From an optimization exercise on the open Yosys and OpenROAD flow, aimed at small area, a short achievable clock period and few clock cycles per item; shortcuts taken in it are not production practice.
In this exercise RTL edits were held to simulation tests only and were not proved equivalent to the original.

**flow/design.v**
```verilog
module gz_isqrt (
  input  wire        clk,
  input  wire        load,
  input  wire [63:0] rad_in,
  input  wire        step,
  output wire [31:0] root
);
  reg [63:0] rad;
  reg [35:0] rem;
  reg [31:0] r;
  wire [35:0] rem_t = {rem[33:0], rad[63:62]};
  wire [35:0] trial = {2'b00, r, 2'b01};
  wire        ge    = (rem_t >= trial);
  always @(posedge clk) begin
    if (load) begin
      rad <= rad_in;
      rem <= 36'd0;
      r   <= 32'd0;
    end else if (step) begin
      rad <= {rad[61:0], 2'b00};
      rem <= ge ? (rem_t - trial) : rem_t;
      r   <= {r[30:0], ge};
    end
  end
  assign root = r;
endmodule
module gz_cordic (
  input  wire        clk,
  input  wire        load,
  input  wire [31:0] x0,
  input  wire [31:0] y0,
  input  wire        step,
  input  wire [3:0]  idx,
  output wire [15:0] angle
);
  reg signed [35:0] x;
  reg signed [35:0] y;
  reg        [15:0] z;
  wire signed [35:0] xs = {{4{x0[31]}}, x0};
  wire signed [35:0] ys = {{4{y0[31]}}, y0};
  reg [15:0] atan_i;
  always @(*) begin
    case (idx)
      4'd0:  atan_i = 16'd8192;
      4'd1:  atan_i = 16'd4836;
      4'd2:  atan_i = 16'd2555;
      4'd3:  atan_i = 16'd1297;
      4'd4:  atan_i = 16'd651;
      4'd5:  atan_i = 16'd326;
      4'd6:  atan_i = 16'd163;
      4'd7:  atan_i = 16'd81;
      4'd8:  atan_i = 16'd41;
      4'd9:  atan_i = 16'd20;
      4'd10: atan_i = 16'd10;
      4'd11: atan_i = 16'd5;
      4'd12: atan_i = 16'd3;
      4'd13: atan_i = 16'd1;
      4'd14: atan_i = 16'd1;
      default: atan_i = 16'd0;
    endcase
  end
  wire signed [35:0] xsh = x >>> idx;
  wire signed [35:0] ysh = y >>> idx;
  always @(posedge clk) begin
    if (load) begin
      if (xs < 0) begin
        x <= -xs;
        y <= -ys;
        z <= 16'h8000;
      end else begin
        x <= xs;
        y <= ys;
        z <= 16'h0000;
      end
    end else if (step) begin
      if (y >= 0) begin
        x <= x + ysh;
        y <= y - xsh;
        z <= z + atan_i;
      end else begin
        x <= x - ysh;
        y <= y + xsh;
        z <= z - atan_i;
      end
    end
  end
  assign angle = z;
endmodule
module gz_recur (
  input  wire        clk,
  input  wire        rst,
  input  wire [17:0] cfg_coef,
  input  wire [17:0] cfg_sin,
  input  wire [7:0]  cfg_nm1,
  input  wire        in_valid,
  output wire        in_ready,
  input  wire [15:0] in_data,
  output wire        hand_valid,
  input  wire        hand_ready,
  output wire [31:0] hand_d1,
  output wire [31:0] hand_d2,
  output wire [17:0] hand_coef,
  output wire [17:0] hand_sin
);
  reg  [7:0]         cnt;
  reg  [7:0]         nm1_q;
  reg  signed [17:0] coef_q;
  reg  signed [17:0] sin_q;
  reg  signed [31:0] d1;
  reg  signed [31:0] d2;
  wire               first = (cnt == 8'd0);
  wire [7:0]         nm1   = first ? cfg_nm1  : nm1_q;
  wire signed [17:0] coef  = first ? cfg_coef : coef_q;
  wire signed [17:0] sinw  = first ? cfg_sin  : sin_q;
  wire               last  = (cnt == nm1);
  assign in_ready = !last || hand_ready;
  wire fire = in_valid && in_ready;
  wire signed [49:0] prod = coef * d1;
  wire signed [31:0] x    = {{16{in_data[15]}}, in_data};
  wire signed [31:0] y    = x + prod[47:16] - d2;
  assign hand_valid = fire && last;
  assign hand_d1    = y;
  assign hand_d2    = d1;
  assign hand_coef  = coef;
  assign hand_sin   = sinw;
  always @(posedge clk) begin
    if (rst) begin
      cnt <= 8'd0;
      d1  <= 32'sd0;
      d2  <= 32'sd0;
    end else if (fire) begin
      if (first) begin
        nm1_q  <= cfg_nm1;
        coef_q <= cfg_coef;
        sin_q  <= cfg_sin;
      end
      if (last) begin
        cnt <= 8'd0;
        d1  <= 32'sd0;
        d2  <= 32'sd0;
      end else begin
        cnt <= cnt + 8'd1;
        d1  <= y;
        d2  <= d1;
      end
    end
  end
endmodule
module gz_post (
  input  wire        clk,
  input  wire        rst,
  input  wire        hand_valid,
  output wire        hand_ready,
  input  wire [31:0] hand_d1,
  input  wire [31:0] hand_d2,
  input  wire [17:0] hand_coef,
  input  wire [17:0] hand_sin,
  output wire        out_valid,
  input  wire        out_ready,
  output wire [31:0] out_re,
  output wire [31:0] out_im,
  output wire [31:0] out_mag,
  output wire [15:0] out_ph
);
  localparam S_IDLE = 2'd0, S_MUL = 2'd1, S_SQ = 2'd2, S_ITER = 2'd3;
  reg  [1:0]         state;
  reg                done;
  reg  [4:0]         it;
  reg  signed [31:0] d1;
  reg  signed [31:0] d2;
  reg  signed [17:0] coef;
  reg  signed [17:0] sinw;
  reg  signed [31:0] re;
  reg  signed [31:0] im;
  reg                zero;
  wire signed [49:0] p_re   = coef * d1;
  wire signed [49:0] p_im   = sinw * d1;
  wire signed [31:0] re_n   = p_re[48:17] - d2;
  wire signed [31:0] im_n   = p_im[47:16];
  wire signed [63:0] re_sq  = re * re;
  wire signed [63:0] im_sq  = im * im;
  wire        [63:0] rad    = re_sq + im_sq;
  wire        load  = (state == S_SQ);
  wire        step  = (state == S_ITER);
  wire [31:0] root;
  wire [15:0] angle;
  gz_isqrt u_sqrt (
    .clk(clk), .load(load), .rad_in(rad), .step(step), .root(root)
  );
  gz_cordic u_cordic (
    .clk(clk), .load(load), .x0(im), .y0(re),
    .step(step && !it[4]), .idx(it[3:0]), .angle(angle)
  );
  assign hand_ready = (state == S_IDLE) && !done;
  always @(posedge clk) begin
    if (rst) begin
      state <= S_IDLE;
      done  <= 1'b0;
      it    <= 5'd0;
    end else begin
      case (state)
        S_IDLE: begin
          if (done) begin
            if (out_ready) done <= 1'b0;
          end else if (hand_valid) begin
            d1    <= hand_d1;
            d2    <= hand_d2;
            coef  <= hand_coef;
            sinw  <= hand_sin;
            state <= S_MUL;
          end
        end
        S_MUL: begin
          re    <= re_n;
          im    <= im_n;
          state <= S_SQ;
        end
        S_SQ: begin
          zero  <= (re == 32'sd0) && (im == 32'sd0);
          it    <= 5'd0;
          state <= S_ITER;
        end
        S_ITER: begin
          it <= it + 5'd1;
          if (it == 5'd31) begin
            state <= S_IDLE;
            done  <= 1'b1;
          end
        end
      endcase
    end
  end
  assign out_valid = done;
  assign out_re    = re;
  assign out_im    = im;
  assign out_mag   = root;
  assign out_ph    = zero ? 16'h0000 : angle;
endmodule
module gz_core (
  input  wire        clk,
  input  wire        rst,
  input  wire [17:0] cfg_coef,
  input  wire [17:0] cfg_sin,
  input  wire [7:0]  cfg_nm1,
  input  wire        in_valid,
  output wire        in_ready,
  input  wire [15:0] in_data,
  output wire        out_valid,
  input  wire        out_ready,
  output wire [31:0] out_re,
  output wire [31:0] out_im,
  output wire [31:0] out_mag,
  output wire [15:0] out_ph
);
  wire        hand_valid;
  wire        hand_ready;
  wire [31:0] hand_d1;
  wire [31:0] hand_d2;
  wire [17:0] hand_coef;
  wire [17:0] hand_sin;
  gz_recur u_recur (
    .clk(clk), .rst(rst),
    .cfg_coef(cfg_coef), .cfg_sin(cfg_sin), .cfg_nm1(cfg_nm1),
    .in_valid(in_valid), .in_ready(in_ready), .in_data(in_data),
    .hand_valid(hand_valid), .hand_ready(hand_ready),
    .hand_d1(hand_d1), .hand_d2(hand_d2),
    .hand_coef(hand_coef), .hand_sin(hand_sin)
  );
  gz_post u_post (
    .clk(clk), .rst(rst),
    .hand_valid(hand_valid), .hand_ready(hand_ready),
    .hand_d1(hand_d1), .hand_d2(hand_d2),
    .hand_coef(hand_coef), .hand_sin(hand_sin),
    .out_valid(out_valid), .out_ready(out_ready),
    .out_re(out_re), .out_im(out_im), .out_mag(out_mag), .out_ph(out_ph)
  );
endmodule
```
**flow/run.sh**
```bash
#!/bin/bash
# synth_recipe.tcl (not shown) runs the flow's synth.tcl, then flattens the netlist and writes it again
# the make line also repeats each setting of config.mk as NAME=value (left out here)
make -C /OpenROAD-flow-scripts/flow DESIGN_CONFIG=/design/flow/config.mk WORK_HOME=/design/flow/orfs CLKGATE_MAP_FILE= SYNTH_SCRIPT=/design/flow/synth_recipe.tcl finish
```
**flow/config.mk**
```make
export PLATFORM = sky130hd
export DESIGN_NAME = gz_core
export DESIGN_NICKNAME = gz_core
export VERILOG_FILES = /design/flow/design.v
export SDC_FILE = /design/flow/constraint.sdc
export NUM_CORES = 4
export LEC_CHECK = 0
export CAP_MARGIN = 20
export CORE_MARGIN = 2
export CORE_UTILIZATION = 40
export PLACE_DENSITY = 0.6
export SLEW_MARGIN = 20
```
**flow/constraint.sdc**
```tcl
create_clock -name core_clock -period 14.0 [get_ports {clk}]
set_input_delay 2.8000 -clock core_clock [delete_from_list [all_inputs] [get_ports {clk}]]
set_output_delay 2.8000 -clock core_clock [all_outputs]
set_load 0.01 [all_outputs]
```
==> results.py <==
metrics = {
    "worst_setup_path": {
        "endpoint_kind": "flop",
        "critical-path-max-stage-delay_ns": 0.59,
        "required_ns": 14.63,
        "cp_data_arrival_time_ns": 13.57,
        "setup.worst_path.start_class": "primary input",
        "critPathSlowestCell": "clkdlybuf4s50_1",
        "crit_type": "in2reg",
        "cp_max_fo": 16,
    },
    "logic_synthesis": {
        "synthCells": 16300,
        "synth_edf_count": 361,
        "synthTopCellsByCount": "inv_1, fa_1, nand2_1, ha_1, and2_1",
        "syn_avg_cell_area_sq_um": 9.63,
        "post-synth-top-count-cell": "inv_1",
        "synth.distinct_cells": 99,
        "synth_seq_area_share_pct": 8.96,
        "ys_top_cells_by_area": "fa_1, inv_1, ha_1",
        "synthArstFlopShare_pct": 0,
        "syn_area_sq_um": 157000,
        "yosys_warnings": 4,
        "synth.top_cell.area_share_pct": 49.2,
        "yosysTopAreaCell": "fa_1",
        "synthFlopType": "edfxtp_1",
        "synth-seq-cells": 521,
        "synth_nets": 21100,
    },
    "die": {
        "fp.coreArea_sq_um": 389000,
        "io_pins": 178,
        "dieArea_sq_um": 397000,
        "die_y_um": 630,
        "start_util_pct": 40.2,
        "die_w_um": 630,
        "rows": 229,
    },
    "global_routing": {
        "grt-ovfl-total": 0,
        "grt_pass1_wl_um": 723000,
        "grt_usage_pct": 23.9,
        "grt_pass1_vias": 120000,
        "grt_max_degree": 73,
        "antenna_found_initial": 28,
    },
    "finish": {
        "regArea_sq_um": 14100,
        "nFillCells": 37900,
        "drive_above_1_share_pct": 4.25,
        "fin_cells": 21300,
        "nNetsFinal": 20800,
        "areaGrowthSynthToFinish_pct": 6.54,
        "multi_input_area_sq_um": 125000,
    },
    "timing": {
        "timing.final.crit_period_ns": 12.94,
        "setup_viol": 0,
        "hold_violations": 0,
        "slew_headroom_pct": 17.8,
        "slew_violations": 0,
        "fin_skew_ns": 0.0451,
        "worst_slew_pin_slew_ns": 1.23,
        "totalNegativeSetupSlack_ns": 0,
        "min_period_over_period_pct": 92.4,
        "rsz0062_at_grt": "no",
        "worst_slack_ns": 1.06,
        "fmax_ghz": 0.0773,
    },
    "clocking": {
        "clock_sinks": 521,
        "clock_latency_ns": 0.75,
        "cts_hold_buf": 0,
        "root_buffer": "clkbuf_16",
        "cts_tree": "built",
        "cts_resized": 0,
        "clk_pin_slew_worst_paths_ns": 0.06,
        "clk_path_buf_depth": 3,
        "htree_levels": 3,
        "post-cts-setup-buffer-count": 0,
        "cts_made_buffers": 74,
    },
    "routing": {
        "routed_via_density": 5.15,
        "num_vias": 110000,
        "drtIter0Drc": 7338,
        "wire_per_inst_um": 21.6,
        "drt_pass1_iterations": 5,
        "post-route-drc-count": 0,
        "drt_wl_total_um": 461000,
        "ant_nets": 0,
    },
    "place": {
        "preCtsSetupSlack_ns": 0.411,
        "gp_congestion": 0.921,
        "placed_cells": 21200,
        "io_buffers": 177,
        "dp_hpwl_um": 367000,
    },
    "status": {
        "status": "no timing/DRC/antenna violations",
    },
    "flow_run": {
        "drv_cap": 0,
    },
    "hold_path": {
        "hp-class": "reg2reg",
    },
}
## final cells by class
class	instances	share of cell area, %
Inverter	4065	9.15
Antenna cell	8	0.0120
Timing Repair Buffer	454	2.39
Clock inverter	49	0.355
Multi-Input combinational cell	10900	74.6
Clock buffer	86	1.18
Sequential cell	521	8.42
Tap cell	5197	3.90
## final timing paths
check                               startpoint  slack (ns)  cells after the start        endpoint
worst max-delay path               cfg_coef[3]        1.06                     39  u_recur.d1[31]
worst min-delay path            u_recur.d1[15]        0.43                      0   u_post.d2[15]
worst max register to register  u_recur.cnt[0]        1.77                     42  u_recur.d1[31]
worst min register to register  u_recur.d1[15]        0.43                      0   u_post.d2[15]
## cells in the final DEF, fill, tap and decap left out, types with 89 or more instances in the layout
cell / netlist / routed
mux2_2: 102 / 102
a21oi_1: 332 / 332
fa_1: 3852 / 3852
nand3_1: 95 / 95
clkdlybuf4s50_1: 0 / 176
buf_4: 7 / 269
nor3_1: 90 / 89
nand2b_1: 123 / 123
nor2_1: 549 / 548
xnor2_1: 360 / 360
and2_1: 779 / 778
dfxtp_1: 160 / 155
o21ai_0: 281 / 280
nand2_1: 2131 / 2129
xor2_1: 143 / 143
edfxtp_1: 361 / 361
inv_1: 4043 / 4039
a21o_1: 156 / 156
ha_1: 887 / 885
## state kept, by name, summed over array words and instances, names as in the netlist, 32 cells and up
signal / cells
u_post.d2: 32
u_post.re: 32
u_post.d1: 32
u_post.im: 32
u_post.u_sqrt.rad: 64
u_post.u_sqrt.r: 32
u_post.u_cordic.x: 36
u_post.u_sqrt.rem: 34
u_recur.d2: 32
u_post.u_cordic.y: 36
u_recur.d1: 32
## cells by family (layout without fill, tap and decap cells)
| group | Yosys count | after routing | synth area share [%] |
|---|---|---|---|
| muxes | 277 | 277 | 2.75 |
| adders and majority gates | 4739 | 4739 | 56.3 |
| AOI/OAI and AO/OA | 1281 | 1281 | 5.30 |
| xor gates and xnor gates | 505 | 505 | 2.84 |
| other | 0 | 8 | 0 |
| DFF | 521 | 521 | 8.96 |
| and+or+nand+nor | 4125 | 4125 | 12.2 |
| buffers and inverters | 4814 | 4654 | 11.6 |
## critical path, delay by kind of cell
| kind | cells | cell delay, ns |
|---|---|---|
| AND/OR/NAND/NOR | 5 | 0.66 |
| AO/OA/AOI/OAI | 13 | 3.44 |
| buffers and inverters | 10 | 1.83 |
| multiplexers | 1 | 0.15 |
| adder cells (fa/ha/maj) | 9 | 4.10 |
| XOR/XNOR | 1 | 0.54 |
## per-stage QoR
step | util [%] | instance area (sq um) | hold WS (ns)
floorplan | - | 157000 | 0.406
global route | 42.9 | 167000 | 0.449
finish | 42.9 | 167000 | 0.430
detailed placement | 42.2 | 164000 | 0.414
global placement | 42.2 | 164000 | 0.413
CTS | 42.8 | 167000 | 0.429
## layer usage
layer  wire [um]  share of wire [%]  vias to the layer above  global-route usage (%)
met5          57              0.012                        -                       0
met3       32500                7.0                      814                    4.07
met2      223000                 48                     3473                    40.5
met1      185000                 40                    57400                    30.7
met4       20300                4.4                       10                    8.76
li1            -                  -                    48000                       -
Testbench counts, summed over its fixed seeds: cycles 12,453, items 96.

separate check: timing with driven ports:
How much do the figures lean on ideal ports? The routed layout below was timed once more, with nothing changed but the port constraints. Step 1: set_driving_cell puts a clkbuf_16 on clk and a buf_2 on each other input, an assumption about the parent block. Step 2, shift: input delay + t, output delay - t, t = (earliest + latest rising clock arrival at the registers) / 2. This alone moves slack from input paths to output paths. Slacks: no drivers / after step 1 / after step 2; pairs: no drivers / after step 1.
t (ns): 0.850
slack for setup (ns): 1.058 / 1.151 / 0.301
worst hold slack (ns): 0.430 / 0.430 / 0.430
latest minus earliest clock arrival (ns): 0.048 / 0.048
worst data-port slew with drivers (ns): 0.10
After both steps this run still meets setup and hold. For this run, drivers alone change the setup slack by +0.093 ns; drivers and shift together by -0.757 ns.
